What follows belongs to an exercise in optimizing a design on an open flow for small area; a production flow would make more cautious choices.
In this exercise RTL edits were held to simulation tests only and were not proved equivalent to the original.
No activity file was given, so power comes from the tool's default toggle rates.

### flow/design.v
module dxl2_crc_table (
  input  wire [7:0]  idx,
  output reg  [15:0] val
);
  always @(*) begin
    case (idx)
      8'h00: val = 16'h0000;
      8'h01: val = 16'h8005;
      8'h02: val = 16'h800F;
      8'h03: val = 16'h000A;
      8'h04: val = 16'h801B;
      8'h05: val = 16'h001E;
      8'h06: val = 16'h0014;
      8'h07: val = 16'h8011;
      8'h08: val = 16'h8033;
      8'h09: val = 16'h0036;
      8'h0A: val = 16'h003C;
      8'h0B: val = 16'h8039;
      8'h0C: val = 16'h0028;
      8'h0D: val = 16'h802D;
      8'h0E: val = 16'h8027;
      8'h0F: val = 16'h0022;
      8'h10: val = 16'h8063;
      8'h11: val = 16'h0066;
      8'h12: val = 16'h006C;
      8'h13: val = 16'h8069;
      8'h14: val = 16'h0078;
      8'h15: val = 16'h807D;
      8'h16: val = 16'h8077;
      8'h17: val = 16'h0072;
      8'h18: val = 16'h0050;
      8'h19: val = 16'h8055;
      8'h1A: val = 16'h805F;
      8'h1B: val = 16'h005A;
      8'h1C: val = 16'h804B;
      8'h1D: val = 16'h004E;
      8'h1E: val = 16'h0044;
      8'h1F: val = 16'h8041;
      8'h20: val = 16'h80C3;
      8'h21: val = 16'h00C6;
      8'h22: val = 16'h00CC;
      8'h23: val = 16'h80C9;
      8'h24: val = 16'h00D8;
      8'h25: val = 16'h80DD;
      8'h26: val = 16'h80D7;
      8'h27: val = 16'h00D2;
      8'h28: val = 16'h00F0;
      8'h29: val = 16'h80F5;
      8'h2A: val = 16'h80FF;
      8'h2B: val = 16'h00FA;
      8'h2C: val = 16'h80EB;
      8'h2D: val = 16'h00EE;
      8'h2E: val = 16'h00E4;
      8'h2F: val = 16'h80E1;
      8'h30: val = 16'h00A0;
      8'h31: val = 16'h80A5;
      8'h32: val = 16'h80AF;
      8'h33: val = 16'h00AA;
      8'h34: val = 16'h80BB;
      8'h35: val = 16'h00BE;
      8'h36: val = 16'h00B4;
      8'h37: val = 16'h80B1;
      8'h38: val = 16'h8093;
      8'h39: val = 16'h0096;
      8'h3A: val = 16'h009C;
      8'h3B: val = 16'h8099;
      8'h3C: val = 16'h0088;
      8'h3D: val = 16'h808D;
      8'h3E: val = 16'h8087;
      8'h3F: val = 16'h0082;
      8'h40: val = 16'h8183;
      8'h41: val = 16'h0186;
      8'h42: val = 16'h018C;
      8'h43: val = 16'h8189;
      8'h44: val = 16'h0198;
      8'h45: val = 16'h819D;
      8'h46: val = 16'h8197;
      8'h47: val = 16'h0192;
      8'h48: val = 16'h01B0;
      8'h49: val = 16'h81B5;
      8'h4A: val = 16'h81BF;
      8'h4B: val = 16'h01BA;
      8'h4C: val = 16'h81AB;
      8'h4D: val = 16'h01AE;
      8'h4E: val = 16'h01A4;
      8'h4F: val = 16'h81A1;
      8'h50: val = 16'h01E0;
      8'h51: val = 16'h81E5;
      8'h52: val = 16'h81EF;
      8'h53: val = 16'h01EA;
      8'h54: val = 16'h81FB;
      8'h55: val = 16'h01FE;
      8'h56: val = 16'h01F4;
      8'h57: val = 16'h81F1;
      8'h58: val = 16'h81D3;
      8'h59: val = 16'h01D6;
      8'h5A: val = 16'h01DC;
      8'h5B: val = 16'h81D9;
      8'h5C: val = 16'h01C8;
      8'h5D: val = 16'h81CD;
      8'h5E: val = 16'h81C7;
      8'h5F: val = 16'h01C2;
      8'h60: val = 16'h0140;
      8'h61: val = 16'h8145;
      8'h62: val = 16'h814F;
      8'h63: val = 16'h014A;
      8'h64: val = 16'h815B;
      8'h65: val = 16'h015E;
      8'h66: val = 16'h0154;
      8'h67: val = 16'h8151;
      8'h68: val = 16'h8173;
      8'h69: val = 16'h0176;
      8'h6A: val = 16'h017C;
      8'h6B: val = 16'h8179;
      8'h6C: val = 16'h0168;
      8'h6D: val = 16'h816D;
      8'h6E: val = 16'h8167;
      8'h6F: val = 16'h0162;
      8'h70: val = 16'h8123;
      8'h71: val = 16'h0126;
      8'h72: val = 16'h012C;
      8'h73: val = 16'h8129;
      8'h74: val = 16'h0138;
      8'h75: val = 16'h813D;
      8'h76: val = 16'h8137;
      8'h77: val = 16'h0132;
      8'h78: val = 16'h0110;
      8'h79: val = 16'h8115;
      8'h7A: val = 16'h811F;
      8'h7B: val = 16'h011A;
      8'h7C: val = 16'h810B;
      8'h7D: val = 16'h010E;
      8'h7E: val = 16'h0104;
      8'h7F: val = 16'h8101;
      8'h80: val = 16'h8303;
      8'h81: val = 16'h0306;
      8'h82: val = 16'h030C;
      8'h83: val = 16'h8309;
      8'h84: val = 16'h0318;
      8'h85: val = 16'h831D;
      8'h86: val = 16'h8317;
      8'h87: val = 16'h0312;
      8'h88: val = 16'h0330;
      8'h89: val = 16'h8335;
      8'h8A: val = 16'h833F;
      8'h8B: val = 16'h033A;
      8'h8C: val = 16'h832B;
      8'h8D: val = 16'h032E;
      8'h8E: val = 16'h0324;
      8'h8F: val = 16'h8321;
      8'h90: val = 16'h0360;
      8'h91: val = 16'h8365;
      8'h92: val = 16'h836F;
      8'h93: val = 16'h036A;
      8'h94: val = 16'h837B;
      8'h95: val = 16'h037E;
      8'h96: val = 16'h0374;
      8'h97: val = 16'h8371;
      8'h98: val = 16'h8353;
      8'h99: val = 16'h0356;
      8'h9A: val = 16'h035C;
      8'h9B: val = 16'h8359;
      8'h9C: val = 16'h0348;
      8'h9D: val = 16'h834D;
      8'h9E: val = 16'h8347;
      8'h9F: val = 16'h0342;
      8'hA0: val = 16'h03C0;
      8'hA1: val = 16'h83C5;
      8'hA2: val = 16'h83CF;
      8'hA3: val = 16'h03CA;
      8'hA4: val = 16'h83DB;
      8'hA5: val = 16'h03DE;
      8'hA6: val = 16'h03D4;
      8'hA7: val = 16'h83D1;
      8'hA8: val = 16'h83F3;
      8'hA9: val = 16'h03F6;
      8'hAA: val = 16'h03FC;
      8'hAB: val = 16'h83F9;
      8'hAC: val = 16'h03E8;
      8'hAD: val = 16'h83ED;
      8'hAE: val = 16'h83E7;
      8'hAF: val = 16'h03E2;
      8'hB0: val = 16'h83A3;
      8'hB1: val = 16'h03A6;
      8'hB2: val = 16'h03AC;
      8'hB3: val = 16'h83A9;
      8'hB4: val = 16'h03B8;
      8'hB5: val = 16'h83BD;
      8'hB6: val = 16'h83B7;
      8'hB7: val = 16'h03B2;
      8'hB8: val = 16'h0390;
      8'hB9: val = 16'h8395;
      8'hBA: val = 16'h839F;
      8'hBB: val = 16'h039A;
      8'hBC: val = 16'h838B;
      8'hBD: val = 16'h038E;
      8'hBE: val = 16'h0384;
      8'hBF: val = 16'h8381;
      8'hC0: val = 16'h0280;
      8'hC1: val = 16'h8285;
      8'hC2: val = 16'h828F;
      8'hC3: val = 16'h028A;
      8'hC4: val = 16'h829B;
      8'hC5: val = 16'h029E;
      8'hC6: val = 16'h0294;
      8'hC7: val = 16'h8291;
      8'hC8: val = 16'h82B3;
      8'hC9: val = 16'h02B6;
      8'hCA: val = 16'h02BC;
      8'hCB: val = 16'h82B9;
      8'hCC: val = 16'h02A8;
      8'hCD: val = 16'h82AD;
      8'hCE: val = 16'h82A7;
      8'hCF: val = 16'h02A2;
      8'hD0: val = 16'h82E3;
      8'hD1: val = 16'h02E6;
      8'hD2: val = 16'h02EC;
      8'hD3: val = 16'h82E9;
      8'hD4: val = 16'h02F8;
      8'hD5: val = 16'h82FD;
      8'hD6: val = 16'h82F7;
      8'hD7: val = 16'h02F2;
      8'hD8: val = 16'h02D0;
      8'hD9: val = 16'h82D5;
      8'hDA: val = 16'h82DF;
      8'hDB: val = 16'h02DA;
      8'hDC: val = 16'h82CB;
      8'hDD: val = 16'h02CE;
      8'hDE: val = 16'h02C4;
      8'hDF: val = 16'h82C1;
      8'hE0: val = 16'h8243;
      8'hE1: val = 16'h0246;
      8'hE2: val = 16'h024C;
      8'hE3: val = 16'h8249;
      8'hE4: val = 16'h0258;
      8'hE5: val = 16'h825D;
      8'hE6: val = 16'h8257;
      8'hE7: val = 16'h0252;
      8'hE8: val = 16'h0270;
      8'hE9: val = 16'h8275;
      8'hEA: val = 16'h827F;
      8'hEB: val = 16'h027A;
      8'hEC: val = 16'h826B;
      8'hED: val = 16'h026E;
      8'hEE: val = 16'h0264;
      8'hEF: val = 16'h8261;
      8'hF0: val = 16'h0220;
      8'hF1: val = 16'h8225;
      8'hF2: val = 16'h822F;
      8'hF3: val = 16'h022A;
      8'hF4: val = 16'h823B;
      8'hF5: val = 16'h023E;
      8'hF6: val = 16'h0234;
      8'hF7: val = 16'h8231;
      8'hF8: val = 16'h8213;
      8'hF9: val = 16'h0216;
      8'hFA: val = 16'h021C;
      8'hFB: val = 16'h8219;
      8'hFC: val = 16'h0208;
      8'hFD: val = 16'h820D;
      8'hFE: val = 16'h8207;
      8'hFF: val = 16'h0202;
      default: val = 16'h0000;
    endcase
  end
endmodule
module dxl2_rx (
  input  wire        clk,
  input  wire        rst,         
  input  wire        in_valid,
  input  wire [7:0]  in_byte,
  output reg         p_valid,     
  output reg  [7:0]  p_data,
  output reg         f_valid,     
  output reg  [2:0]  f_err,       
  output reg  [7:0]  f_id,
  output reg  [7:0]  f_inst,
  output reg  [15:0] f_len,
  output reg  [15:0] f_crc,       
  output reg         f_crc_ok     
);
  localparam [2:0] ERR_NONE   = 3'd0;
  localparam [2:0] ERR_SHORT  = 3'd1;
  localparam [2:0] ERR_ID     = 3'd4;
  localparam [2:0] ERR_CRC    = 3'd5;
  localparam [2:0] ERR_ESCAPE = 3'd6;
  localparam [1:0] S_IDLE = 2'd0;
  localparam [1:0] S_FF1  = 2'd1;
  localparam [1:0] S_FF2  = 2'd2;
  localparam [1:0] S_BODY = 2'd3;
  reg  [1:0]  state;
  reg  [16:0] cnt;         
  reg  [7:0]  id_r;
  reg  [7:0]  len_lo;
  reg  [15:0] len_r;
  reg  [7:0]  inst_r;
  reg  [7:0]  crc_lo;      
  reg  [15:0] crc;         
  reg  [1:0]  win;         
  reg         pend;        
  reg         esc;         
  wire [15:0] tab_val;
  dxl2_crc_table u_table (
    .idx (crc[15:8] ^ in_byte),
    .val (tab_val)
  );
  wire [15:0] crc_next = {crc[7:0], 8'h00} ^ tab_val;
  localparam [15:0] CRC_FF = 16'h0202;
  wire [15:0] len_cur   = (cnt == 17'd6) ? {in_byte, len_lo} : len_r;
  wire [16:0] total     = {1'b0, len_cur} + 17'd7;      
  wire [16:0] cnt_inc   = cnt + 17'd1;
  wire        body_done = (cnt >= 17'd6) && (cnt_inc == total);
  wire [16:0] crc_pos   = {1'b0, len_r} + 17'd5;        
  wire        in_param  = (cnt >= 17'd8) && (cnt < crc_pos);
  wire        feed_crc  = (cnt < 17'd8) || (cnt < crc_pos);
  reg  [1:0]  win_next;
  reg         win_match;
  always @(*) begin
    win_match = 1'b0;
    case (win)
      2'd0:    win_next = (in_byte == 8'hFF) ? 2'd1 : 2'd0;
      2'd1:    win_next = (in_byte == 8'hFF) ? 2'd2 : 2'd0;
      default: begin
        if (in_byte == 8'hFD) begin
          win_next  = 2'd0;
          win_match = 1'b1;
        end else if (in_byte == 8'hFF) begin
          win_next = 2'd2;
        end else begin
          win_next = 2'd0;
        end
      end
    endcase
  end
  wire [15:0] rx_crc  = {in_byte, crc_lo};
  wire        crc_ok  = (rx_crc == crc);
  wire        id_bad  = (id_r == 8'hFD) || (id_r == 8'hFF);
  reg  [2:0]  err;
  always @(*) begin
    if (len_cur < 16'd3)
      err = ERR_SHORT;
    else if (id_bad)
      err = ERR_ID;
    else if (!crc_ok)
      err = ERR_CRC;
    else if (esc || pend)
      err = ERR_ESCAPE;
    else
      err = ERR_NONE;
  end
  always @(posedge clk) begin
    if (rst) begin
      state   <= S_IDLE;
      cnt     <= 17'd0;
      crc     <= 16'h0000;
      p_valid <= 1'b0;
      f_valid <= 1'b0;
    end else begin
      p_valid <= 1'b0;
      f_valid <= 1'b0;
      if (in_valid) begin
        case (state)
          S_IDLE: begin
            if (in_byte == 8'hFF) begin
              state <= S_FF1;
              crc   <= CRC_FF;
            end else begin
              crc   <= 16'h0000;
            end
          end
          S_FF1: begin
            if (in_byte == 8'hFF) begin
              state <= S_FF2;
              crc   <= crc_next;
            end else begin
              state <= S_IDLE;
              crc   <= 16'h0000;
            end
          end
          S_FF2: begin
            if (in_byte == 8'hFD) begin
              state <= S_BODY;
              cnt   <= 17'd3;
              crc   <= crc_next;
            end else if (in_byte == 8'hFF) begin
              state <= S_FF1;
              crc   <= CRC_FF;
            end else begin
              state <= S_IDLE;
              crc   <= 16'h0000;
            end
          end
          default: begin  
            cnt <= cnt_inc;
            if (feed_crc)
              crc <= crc_next;
            case (cnt)
              17'd4: id_r   <= in_byte;
              17'd5: len_lo <= in_byte;
              17'd6: len_r  <= {in_byte, len_lo};
              17'd7: begin
                inst_r <= in_byte;
                win    <= (in_byte == 8'hFF) ? 2'd1 : 2'd0;
                pend   <= 1'b0;
                esc    <= 1'b0;
              end
              default: ;
            endcase
            if (cnt >= 17'd8 && cnt == crc_pos)
              crc_lo <= in_byte;
            if (in_param) begin
              if (pend && in_byte == 8'hFD) begin
                pend <= 1'b0;
                win  <= 2'd0;
              end else begin
                if (pend)
                  esc <= 1'b1;
                p_valid <= 1'b1;
                p_data  <= in_byte;
                if (win_match) begin
                  pend <= 1'b1;
                  win  <= 2'd0;
                end else begin
                  pend <= 1'b0;
                  win  <= win_next;
                end
              end
            end
            if (cnt == 17'd3 && in_byte != 8'h00) begin
              if (in_byte == 8'hFF) begin
                state <= S_FF1;
                crc   <= CRC_FF;
              end else begin
                state <= S_IDLE;
                crc   <= 16'h0000;
              end
            end else if (body_done) begin
              state    <= S_IDLE;
              crc      <= 16'h0000;
              f_valid  <= 1'b1;
              f_err    <= err;
              f_id     <= id_r;
              f_inst   <= inst_r;
              f_len    <= len_cur;
              f_crc    <= rx_crc;
              f_crc_ok <= crc_ok;
            end
          end
        endcase
      end
    end
  end
endmodule
### flow/constraint.sdc
create_clock -name core_clock -period 7.0 [get_ports {clk}]
set_input_delay 1.4000 -clock core_clock [delete_from_list [all_inputs] [get_ports {clk}]]
set_output_delay 1.4000 -clock core_clock [all_outputs]
set_load 0.01 [all_outputs]
### flow/run.sh
#!/bin/bash
# synth_recipe.tcl (not shown) runs the flow's synth.tcl, then flattens the netlist and writes it again
# the make line also repeats each setting of config.mk as NAME=value (left out here)
make -C /OpenROAD-flow-scripts/flow DESIGN_CONFIG=/design/flow/config.mk WORK_HOME=/design/flow/orfs CLKGATE_MAP_FILE= SYNTH_SCRIPT=/design/flow/synth_recipe.tcl finish
### flow/config.mk
export PLATFORM = sky130hd
export DESIGN_NAME = dxl2_rx
export DESIGN_NICKNAME = dxl2_rx
export VERILOG_FILES = /design/flow/design.v
export SDC_FILE = /design/flow/constraint.sdc
export NUM_CORES = 4
export LEC_CHECK = 0
export CAP_MARGIN = 20
export CORE_MARGIN = 2
export CORE_UTILIZATION = 40
export SLEW_MARGIN = 20
==> flow_summary.toml <==
[setup_path]
cp-end-kind = "register"
arrival_ns = 5.31
worstPathRequired_ns = 7.06
critPathLaunchType = "register"
crit_fanout = 52
rrSetupSlack_ns = 1.76
reg2reg_from = "cnt[0]$_SDFFE_PP0P_"
r2r-end = "f_len[14]$_DFFE_PP_"
crit_type = "register to register"
reg2reg_depth = 17

[timing]
max_slew_margin_pct = 38.5
period_share_pct = 74.9
worstMarginPinSlew_ns = 0.919
setup_viol = 0
fmax_mhz = 191
fin_tns_setup_ns = 0
skew_ns = 0.0103
rsz0062_at_grt = "no"
hold_viol = 0
postLayoutSetupSlackWorst_ns = 1.76
slew_viol_final = 0
period_needed_ns = 5.24

[drt]
drt-pass1-iter-count = 5
drtIter0Drc = 459
drc = 0
vias_per_cell = 5.81
vias = 5650
post_drt_wl_per_cell_um = 21.8
drtAntennaViolNets = 0
totalWireLength_um = 21200

[cts]
cts_tree = "yes"
numCtsBuffers = 17
clockBufferDepth = 2
clkTransAtPathRegs_ns = 0.07
post_cts_buffers = 0
root_buffer = "clkbuf_16"
cts_hold_buf = 0
clkSinkCount = 149
clkLatencyLatePin_ns = 0.44
cts.htree.levels = 4
ctsResizeCount = 0

[floorplan]
die_area_mm2 = 0.0203
dieWidth_um = 143
core_mm2 = 0.0188
initial_core_util_pct = 41.0
rows = 50
die_h_um = 143
pin_count = 73

[cells_and_area]
layout_commonest_cell = "edfxtp_1"
n_antenna_cell = 0
n_fill_cell = 1670
layout-drive-gt1-share_pct = 8.40
areaGrowthSynthToFinish_pct = 19.4
instances_no_fill = 972
final_nets = 767
final_cell_mix = "edfxtp_1, clkdlybuf4s50_1, xnor2_1"

[yosys]
synth_area_mm2 = 0.00769
synthCells = 654
avgSynthCellArea_um2 = 11.8
yosysWarnings = 2
async_reset_ff_share_pct = 0
syn_nets = 696
synthDistinctLibCells = 64
ys_ff_latch = 149
ys.flop_type = "edfxtp_1"
yosysSeqAreaShare_pct = 53.4
synth_edf_count = 112

[pwr]
p_sw_share_pct = 24.7
powerDensity_mw_per_mm2 = 208
p_int_mw = 1.44
power_frac_seq_pct = 49.2
p_leak_nw = 3.13
p_clk_share_pct = 48.1
p_sw_mw = 0.473
comb_power_share_pct = 2.7
vdd_drop_max_uv = 159

[placed_design]
place_ws_ns = 1.64
place_inst = 940
finalWeightedCongestion = 1.03
dp_hpwl_um = 15500
io_buffers = 72

[hold_path]
hold_path.class = "register to register"
hold_end = "f_inst[6]$_DFFE_PP_"
whs_path_depth = 0
worstHoldStart = "inst_r[6]$_DFFE_PP_"

[global_route]
gr-usage-all-layers_pct = 21.5
grt_max_degree = 53
grt_pass1_wl_um = 32500
antenna_found_initial = 0
grt-ovfl-total = 0
grt_pass1_vias = 5476

[run]
maxCapViolations = 0

[run_status]
status = "complete, no violations"
metal layers:
| layer | part of all wire, % | track usage, % |
|---|---|---|
| met5 | 0 | 0 |
| met4 | 2.4 | 7.56 |
| met3 | 5.3 | 3.12 |
| met2 | 46 | 33.6 |
| met1 | 47 | 30.6 |
synth_stat cells (6+ instances only):
library cell  count  area share [%]
nand4_1          23             1.9
clkbuf_1          8            0.39
nor2b_1           6            0.49
and3_1           10            0.81
xor2_1           24             2.7
nor2_1           42             2.1
xnor2_1          47             5.4
mux2i_1          24             3.1
inv_1            28             1.4
dfxtp_1          37             9.6
ha_1             31             5.0
buf_2            10            0.65
o21ai_0          23             1.5
nor3_1           11            0.72
a32o_1           15             2.0
nor4_1           17             1.4
edfxtp_1        112              44
a21oi_1          27             1.8
a31oi_1           6            0.49
nand2_1          36             1.8
nand3_1          31             2.0
critical path, cell delays in order (launching register included):
cell      delay (ns)
dfxtp_1         0.36
inv_1           0.20
ha_1            0.26
nor4bb_4        0.35
nand4_1         0.13
buf_4           0.25
mux2i_1         0.51
ha_1            0.33
nor2b_1         0.24
nor4_1          0.09
mux2i_2         0.32
a21oi_1         0.12
nor2_1          0.10
a311oi_1        0.08
nor4_1          0.48
nand3_2         0.30
nor2_4          0.14
buf_4           0.55
state kept, by name, summed over array words and instances, names as in the netlist, 2 cells and up:
signal / count
f_inst: 8
f_crc: 16
p_data: 8
state: 2
crc: 16
crc_lo: 8
len_lo: 8
cnt: 17
win: 2
inst_r: 8
f_err: 3
len_r: 16
id_r: 8
f_len: 16
f_id: 8
kinds of logic (layout without fill, tap and decap cells):
kind of cell,count (synthesis),in the layout,synth area share [%]
and+or+nand+nor,203,203,14.6
DFF,149,149,53.4
AOI/OAI and AO/OA,113,113,10.5
xor gates and xnor gates,72,72,8.30
buffers and inverters,55,139,3.73
adders and majority gates,31,31,5.04
muxes,31,31,4.48
power by group through the flow:
stage / clock (mW) / sequential (mW) / combinational, mW
floorplan: 0 / 0.961 / 0.0275
global placement: 0 / 0.961 / 0.0500
detailed placement: 0 / 0.961 / 0.0509
CTS: 0.934 / 0.941 / 0.0513
global route: 0.966 / 0.941 / 0.0555
finish: 0.921 / 0.941 / 0.0515
per-stage QoR:
| step | hold slack (ns) | instance area [um2] | power, mW | utilization (%) |
|---|---|---|---|---|
| finish | 0.421 | 9180 | 1.91 | 48.9 |
| global route | 0.425 | 9180 | 1.96 | 48.9 |
| CTS | 0.421 | 9180 | 1.93 | 48.9 |
| detailed placement | 0.405 | 8580 | 1.01 | 45.7 |
| global placement | 0.400 | 8580 | 1.01 | 45.7 |
| floorplan | 0.400 | 7690 | 0.988 | - |
final cells by class:
class                      count  area [um2]  area share [%]
clock buffer                  17         425            4.63
clock inverter                15         176            1.92
inverter                      28         105            1.14
multi-input combinational    450        3310            36.0
sequential                   149        4100            44.7
tap                          234         293            3.19
timing repair buffer          79         773            8.42
worst max path at each step:
stage	from	end	slack, ns	cells past startpoint
floorplan	cnt[0]$_SDFFE_PP0P_	f_crc[0]$_DFFE_PP_	1.04	16
global placement	in_byte[3]	f_crc[11]$_DFFE_PP_	1.79	11
detailed placement	in_byte[3]	f_crc[10]$_DFFE_PP_	1.64	11
CTS	cnt[0]$_SDFFE_PP0P_	f_len[5]$_DFFE_PP_	1.87	17
global route	cnt[0]$_SDFFE_PP0P_	f_len[14]$_DFFE_PP_	1.45	17
finish	cnt[0]$_SDFFE_PP0P_	f_len[14]$_DFFE_PP_	1.76	17

==> separate check: timing with driven ports <==
The results above use ideal ports. As a check the final layout listed here was re-extracted and re-timed, cells and wires unchanged. Step 1 sets driving cells, clkbuf_16 on the clock port and buf_2 on the other inputs (assumed; they add their load-dependent delay and slew). Step 2 adds t to the input delays and takes it off the output delays; t is the mean of the earliest and latest rising clock arrival at the registers after step 1. Input paths then give back, and output paths get back, about the clock's delay inside the block. Slacks: ideal ports / drivers / drivers and shift; pairs: ideal ports / drivers.
t, ns: 0.474
slack for setup (ns): 1.755 / 1.755 / 1.612
worst slew at a driven data input, ns: 0.06
After both steps this run still meets setup and hold. For this run, drivers alone change the setup slack by 0.000 ns; drivers and shift together by -0.143 ns.
